Background: an optimization exercise with open tools, aiming at small area, a short achievable clock period and few clock cycles. Do not read the settings as production practice. RTL that was checked went through simulation tests only; none was proved equivalent to the original. No activity file was given, so power comes from the tool's default toggle rates.

==> flow/design.v (excerpt) <==
module rx_framer #(
    parameter CAP         = 128,         
    parameter IDX_W       = 7,           
    parameter MAX_PAYLOAD = 48,          
    parameter STG_AW      = 6            
) (
    input  wire             clk,
    input  wire             rst,           
    input  wire             init,          
    input  wire             rx_valid,      
    input  wire [7:0]       rx_data,
    input  wire             cfg_valid,     
    input  wire [7:0]       cfg_max_type,
    input  wire [1:0]       cfg_sel,       
    output wire [7:0]       val_type,      
    output wire [7:0]       val_len,
    input  wire             val_ok,
    output wire             disp_valid,    
    input  wire             disp_ready,
    output wire [1:0]       disp_tag,
    output wire [7:0]       disp_type,
    output wire [7:0]       disp_len,
    input  wire [STG_AW-1:0] stg_raddr,    
    output wire [7:0]       stg_rdata,
    output wire [IDX_W-1:0] rx_count,      
    output wire [15:0]      overflow_count,
    output wire             rx_fault,
    output wire             configured
);
    localparam [7:0] START1 = 8'hA5;
    localparam [7:0] START2 = 8'h5A;
    localparam [2:0] S_AWAIT1 = 3'd0,
                     S_AWAIT2 = 3'd1,
                     S_TYPE   = 3'd2,
                     S_SEQ    = 3'd3,
                     S_LEN    = 3'd4,
                     S_PAY    = 3'd5,
                     S_CKH    = 3'd6,
                     S_CKL    = 3'd7;
    function [15:0] crc16_update;
        input [15:0] c;
        input [7:0]  b;
        integer k;
        reg [15:0] x;
        begin
            x = c ^ {b, 8'h00};
            for (k = 0; k < 8; k = k + 1)
                x = x[15] ? ((x << 1) ^ 16'h1021) : (x << 1);
            crc16_update = x;
        end
    endfunction
    reg [7:0]       ring [0:CAP-1];
    reg [7:0]       stg  [0:MAX_PAYLOAD-1];
    reg [IDX_W-1:0] head, tail, cursor;
    reg [IDX_W-1:0] count;          
    reg [15:0]      ovf_cnt;
    reg             fault;
    reg             spec_lost;
    reg [2:0]       pstate;
    reg             disp_pend;      
    reg [7:0]       packet_type, sequence_number;
  ...
For scale: about 1600 flip-flops, roughly 99 I/O pins, about 62000 µm² of cells after synthesis.
Settings: LEC_CHECK=0, CAP_MARGIN=20, CORE_MARGIN=2, CORE_UTILIZATION=55, SETUP_SLACK_MARGIN=4.1, SLEW_MARGIN=20, SYNTH_HIERARCHICAL=1, SYNTH_MINIMUM_KEEP_SIZE=0; clock period 8.5 ns.
run.sh (not shown) runs the stock make flow with config.mk's settings and CLKGATE_MAP_FILE= SYNTH_SCRIPT=/design/flow/synth_recipe.tcl, a recipe that flattens the netlist after the stock synthesis.
Testbench counts at the start, summed over its fixed seeds: cycles 14,735.
Edit:
--- a/flow/design.v
+++ b/flow/design.v
@@ -93,34 +93,35 @@
     wire [IDX_W-1:0] cursor_1 = cursor + 1'b1;
     wire [IDX_W-1:0] sh_pos_1 = sh_pos + 1'b1;
     wire             ovf      = rx_valid & ((keep & (tail_1 == head)) | (jump_sh & (tail_1 == sh_pos)));
     reg [IDX_W-1:0] n_head, n_cursor, n_tail;
     reg [2:0]       n_pstate, n_sh_state;
     reg [7:0]       n_type, n_seq, n_sh_type, n_sh_seq;
     reg [5:0]       n_plen, n_pidx;
     reg [15:0]      n_run, n_ovf;
     reg [IDX_W-1:0] n_sh_pos;
     reg             n_spec_lost, n_fault, n_hi_ok, n_disp_pend;
-    wire            stg_we = cfg_done & b_valid & (pstate == S_PAY) & ~spec_lost;
+    reg             stg_we;
     always @* begin
         n_pstate    = pstate;
         n_type      = packet_type;
         n_seq       = sequence_number;
         n_plen      = payload_length;
         n_pidx      = pidx;
         n_run       = running_checksum;
         n_hi_ok     = hi_ok;
         n_disp_pend = disp_pend & ~disp_ready;
         n_sh_state  = sh_state;
         n_sh_type   = sh_type;
         n_sh_seq    = sh_seq;
         n_sh_pos    = sh_pos;
+        stg_we      = 1'b0;
         if (sh_adv) begin
             case (sh_state)
                 S_AWAIT1: n_sh_state = b_is_s1 ? S_AWAIT2 : S_AWAIT1;
                 S_AWAIT2: n_sh_state = b_is_s2 ? S_TYPE : b_is_s1 ? S_AWAIT2 : S_AWAIT1;
                 S_TYPE: begin
                     if (b_le_mt) begin
                         n_sh_type  = b;
                         n_sh_state = S_SEQ;
                     end else begin
                         n_sh_state = b_is_s1 ? S_AWAIT2 : S_AWAIT1;
@@ -158,20 +159,21 @@
                                           packet_type), sequence_number), b);
                         n_pstate    = (b == 8'd0) ? S_CKH : S_PAY;
                         n_sh_state  = S_AWAIT1;    
                     end else if (sequence_number == START1 && b_is_s2) begin
                         n_pstate = S_TYPE;
                     end else begin
                         n_pstate = b_is_s1 ? S_AWAIT2 : S_AWAIT1;
                     end
                 end
                 S_PAY: begin
+                    stg_we = 1'b1;
                     n_pidx = pidx + 6'd1;
                     n_run  = crc16_update(running_checksum, b);
                     if (pidx + 6'd1 == payload_length)
                         n_pstate = S_CKH;
                 end
                 S_CKH: begin
                     n_hi_ok  = (b == running_checksum[15:8]);
                     n_pstate = S_CKL;
                 end
                 default: begin       
@@ -297,66 +299,69 @@
             cfg_done        <= 1'b0;
             max_packet_type <= 8'd0;
             sel             <= 2'd0;
         end else if (cfg_valid && !init) begin
             cfg_done        <= 1'b1;
             max_packet_type <= cfg_max_type;
             sel             <= cfg_sel;
         end
     end
     always @(posedge clk) begin
-        if (rx_valid)
+        if (!rst && !init && rx_valid)
             ring[tail] <= rx_data;
     end
     always @(posedge clk) begin
-        if (stg_we)
+        if (!rst && !init && stg_we)
             stg[pidx] <= b;
     end
     wire [MAX_PAYLOAD-1:0] stg_sel;
     genvar gs;
     rx_framer_stgdec u_dec (.a(stg_raddr), .sel(stg_sel));
+    wire [7:0] stg_t1 [0:23];
     wire [7:0] stg_t2 [0:5];
     wire [7:0] stg_t3 [0:2];
     wire [7:0] stg_q;
+    genvar gb;
+    generate for (gs = 0; gs < 24; gs = gs + 1) begin : g_s1
+        for (gb = 0; gb < 8; gb = gb + 1) begin : g_b
+            rx_framer_aoi22 u (.a(stg_sel[2*gs]), .da(stg[2*gs][gb]), .b(stg_sel[2*gs+1]),
+                               .db(stg[2*gs+1][gb]), .y(stg_t1[gs][gb]));
+        end
+    end endgenerate
     generate for (gs = 0; gs < 6; gs = gs + 1) begin : g_s2
-        rx_framer_ao8 u (.sel(stg_sel[8*gs +: 8]),
-                         .d({stg[8*gs+7], stg[8*gs+6], stg[8*gs+5], stg[8*gs+4],
-                             stg[8*gs+3], stg[8*gs+2], stg[8*gs+1], stg[8*gs]}),
-                         .y(stg_t2[gs]));
+        rx_framer_nand48 u (.a(stg_t1[4*gs]), .b(stg_t1[4*gs+1]), .c(stg_t1[4*gs+2]), .d(stg_t1[4*gs+3]),
+                           .y(stg_t2[gs]));
     end endgenerate
     generate for (gs = 0; gs < 3; gs = gs + 1) begin : g_s3
         rx_framer_nor28 u (.a(stg_t2[2*gs]), .b(stg_t2[2*gs+1]), .y(stg_t3[gs]));
     end endgenerate
     rx_framer_nand38 u_s4 (.a(stg_t3[0]), .b(stg_t3[1]), .c(stg_t3[2]), .y(stg_q));
     assign val_type       = packet_type;
     assign val_len        = b;
     assign disp_valid     = disp_pend;
     assign disp_tag       = sel;
     assign disp_type      = packet_type;
     assign disp_len       = {2'b00, payload_length};
     assign stg_rdata      = stg_q;
     assign rx_count       = count;
     assign overflow_count = ovf_cnt;
     assign rx_fault       = fault;
     assign configured     = cfg_done;
 endmodule
-module rx_framer_ao8 (
-    input  wire [7:0]  sel,
-    input  wire [63:0] d,
-    output reg  [7:0]  y
+module rx_framer_aoi22 (
+    input  wire a,
+    input  wire da,
+    input  wire b,
+    input  wire db,
+    output wire y
 );
-    integer i;
-    always @* begin
-        y = 8'h00;
-        for (i = 0; i < 8; i = i + 1)
-            y = y | ({8{sel[i]}} & d[8*i +: 8]);
-    end
+    assign y = ~((a & da) | (b & db));
 endmodule
 module rx_framer_nand48 (
     input  wire [7:0] a, b, c, d,
     output wire [7:0] y
 );
     assign y = ~(a & b & c & d);
 endmodule
 module rx_framer_nor28 (
     input  wire [7:0] a, b,
     output wire [7:0] y
Effect:
- first-iteration DRC count is higher by a few percent
- via count falls slightly
- clock skew stays flat
- final area came out higher slightly
- die area went up slightly
- wire length went down slightly
- clock-buffer cell count came out higher by 10
- sequential share of layout area falls by 0.66 points
- global-route usage decreases by 0.27 points
Only the layout flow was run in the second run of this note; the RTL was not checked for function there.


Another version of the RTL of rx_framer (not shown whole).
For scale: roughly 1600 flip-flops, ~99 I/O pins, ~0.063 mm2 of cells after synthesis.
Settings: LEC_CHECK=0, CAP_MARGIN=20, CORE_MARGIN=2, CORE_UTILIZATION=40, SETUP_SLACK_MARGIN=3.6, SLEW_MARGIN=20; clock period 8.5 ns.
The first run completed without violations.
Testbench counts at the start, summed over its fixed seeds: cycles 14,735.
Rerun with:
--- a/flow/design.v
+++ b/flow/design.v
@@ -47,17 +47,16 @@
             for (k = 0; k < 8; k = k + 1)
                 x = x[15] ? ((x << 1) ^ 16'h1021) : (x << 1);
             crc16_update = x;
         end
     endfunction
     reg [7:0]       ring [0:CAP-1];
     reg [7:0]       stg  [0:MAX_PAYLOAD-1];
     reg [IDX_W-1:0] head, tail, cursor;
-    reg [IDX_W-1:0] count;          
     reg [15:0]      ovf_cnt;
     reg             fault;
     reg             spec_lost;
     reg [2:0]       pstate;
     reg             disp_pend;      
     reg [7:0]       packet_type, sequence_number;
     reg [5:0]       payload_length;
     reg [5:0]       pidx;           
@@ -70,17 +69,17 @@
     reg             b_valid;
     reg [IDX_W-1:0] rdptr;
     reg             cfg_done;
     reg [7:0]       max_packet_type;
     reg [1:0]       sel;
     wire [7:0]       b       = b_r;        
     wire             avail   = b_valid;
     wire             in_spec = pstate[2] & (pstate[1] | pstate[0]);
-    wire             step_ok = cfg_done & ((pstate != S_AWAIT1) | ~disp_pend | disp_ready);
+    wire             step_ok = cfg_done & (~disp_pend | disp_ready);
     wire             b_is_s1 = (b == START1);
     wire             b_is_s2 = (b == START2);
     wire             b_le_mt = (b <= max_packet_type);
     wire             abort    = step_ok & in_spec & spec_lost;
     wire             stepping = step_ok & avail & ~(in_spec & spec_lost);
     wire             sh_adv   = stepping & in_spec;
     wire             len_ok   = (b <= MAX_PAYLOAD) && val_ok;
     wire             match    = hi_ok && (b == running_checksum[7:0]);
@@ -207,20 +206,16 @@
             else
                 n_cursor = cursor;
         end
         n_tail      = rx_valid ? tail_1 : tail;
         n_ovf       = ovf ? ovf_cnt + 16'd1 : ovf_cnt;
         n_fault     = fault | ovf;
         n_spec_lost = ovf | (spec_lost & ~abort & ~(stepping & (pstate == S_LEN) & len_ok));
     end
-    wire [IDX_W-1:0] occ_c    = tail - cursor_1;
-    wire [IDX_W-1:0] occ_s    = tail - sh_pos;
-    wire [IDX_W-1:0] occ_base = commit ? occ_c : jump_sh ? occ_s : count;
-    wire [IDX_W-1:0] n_count  = ovf ? {IDX_W{1'b1}} : occ_base + {{(IDX_W-1){1'b0}}, rx_valid};
     wire             seq_step = stepping & ~jump_sh;
     wire             idle     = ~stepping & ~abort & ~(ovf & (cursor == head));
     wire             at_tail  = (rdptr == tail);
     wire [7:0]       f_byte   = at_tail ? rx_data : ring[rdptr];
     wire             f_valid  = ~at_tail | rx_valid;
     reg  [7:0]       n_b_r;
     reg              n_b_valid;
     reg  [IDX_W-1:0] n_rdptr;
@@ -235,17 +230,16 @@
         end else if (!idle || jump_sh) begin
             n_b_valid = 1'b0;
             n_rdptr   = n_cursor;
         end
     end
     always @(posedge clk) begin
         if (rst || init) begin
             head              <= {IDX_W{1'b0}};
-            count             <= {IDX_W{1'b0}};
             tail              <= {IDX_W{1'b0}};
             cursor            <= {IDX_W{1'b0}};
             ovf_cnt           <= 16'd0;
             fault             <= 1'b0;
             spec_lost         <= 1'b0;
             pstate            <= S_AWAIT1;
             disp_pend         <= 1'b0;
             packet_type       <= 8'd0;
@@ -258,17 +252,16 @@
             sh_type           <= 8'd0;
             sh_seq            <= 8'd0;
             sh_pos            <= {IDX_W{1'b0}};
             b_r               <= 8'd0;
             b_valid           <= 1'b0;
             rdptr             <= {IDX_W{1'b0}};
         end else begin
             head              <= n_head;
-            count             <= n_count;
             tail              <= n_tail;
             cursor            <= n_cursor;
             ovf_cnt           <= n_ovf;
             fault             <= n_fault;
             spec_lost         <= n_spec_lost;
             pstate            <= n_pstate;
             disp_pend         <= n_disp_pend;
             packet_type       <= n_type;
@@ -316,13 +309,13 @@
     end
     assign val_type       = packet_type;
     assign val_len        = b;
     assign disp_valid     = disp_pend;
     assign disp_tag       = sel;
     assign disp_type      = packet_type;
     assign disp_len       = {2'b00, payload_length};
     assign stg_rdata      = stg_q;
-    assign rx_count       = count;
+    assign rx_count       = tail - head;
     assign overflow_count = ovf_cnt;
     assign rx_fault       = fault;
     assign configured     = cfg_done;
 endmodule
Routed wire length went up by 3.1%; worst setup slack gets worse by 44 ps; hold slack hardly moves; via count stays flat; area after synthesis decreases by 1.0%; final area goes down by 0.81%; die area goes down by 0.99%; combinational power fell by 25%; core utilization is higher by 0.21 points; clock power drops by about 1%; sequential share of layout area climbs by 0.33 points; final cell count went down by 1.6%; power decreases by 2.8%; global-route usage goes up by 1.2 points.
Function not checked in the second run of this note: the RTL went through the layout flow alone.

==> port drivers added, routing unchanged <==
How much do the figures lean on ideal ports? The routed layouts below were timed once more, with nothing changed but the port constraints.
Step 1 assumes that a clkbuf_16 drives the clock port and a buf_2 every other input.
Step 2 moves the port delays by t, midway between the first and last clock arrival at a register: inputs arrive t later, outputs are due t later. That takes back most of the time a late clock gives input paths.
Three values: no drivers, after step 1, after step 2; two values: the first two.
run	t (ns)	setup slack, ns	hold slack, ns	worst setup path after step 2
the first run of note 1	0.868	3.573 / 3.503 / 3.503	0.455 / 0.455 / 0.455	input to output
the second run of note 1	0.857	3.485 / 3.333 / 3.333	0.452 / 0.452 / 0.452	input to output
the first run of note 2	0.851	3.073 / 2.952 / 2.952	0.454 / 0.454 / 0.454	input to output
the second run of note 2	0.843	3.029 / 2.965 / 2.942	0.456 / 0.456 / 0.456	input to register
After both steps every run listed still meets setup and hold. For the second run of note 1, which loses most, drivers alone change the setup slack by -0.152 ns; drivers and shift together by -0.152 ns.
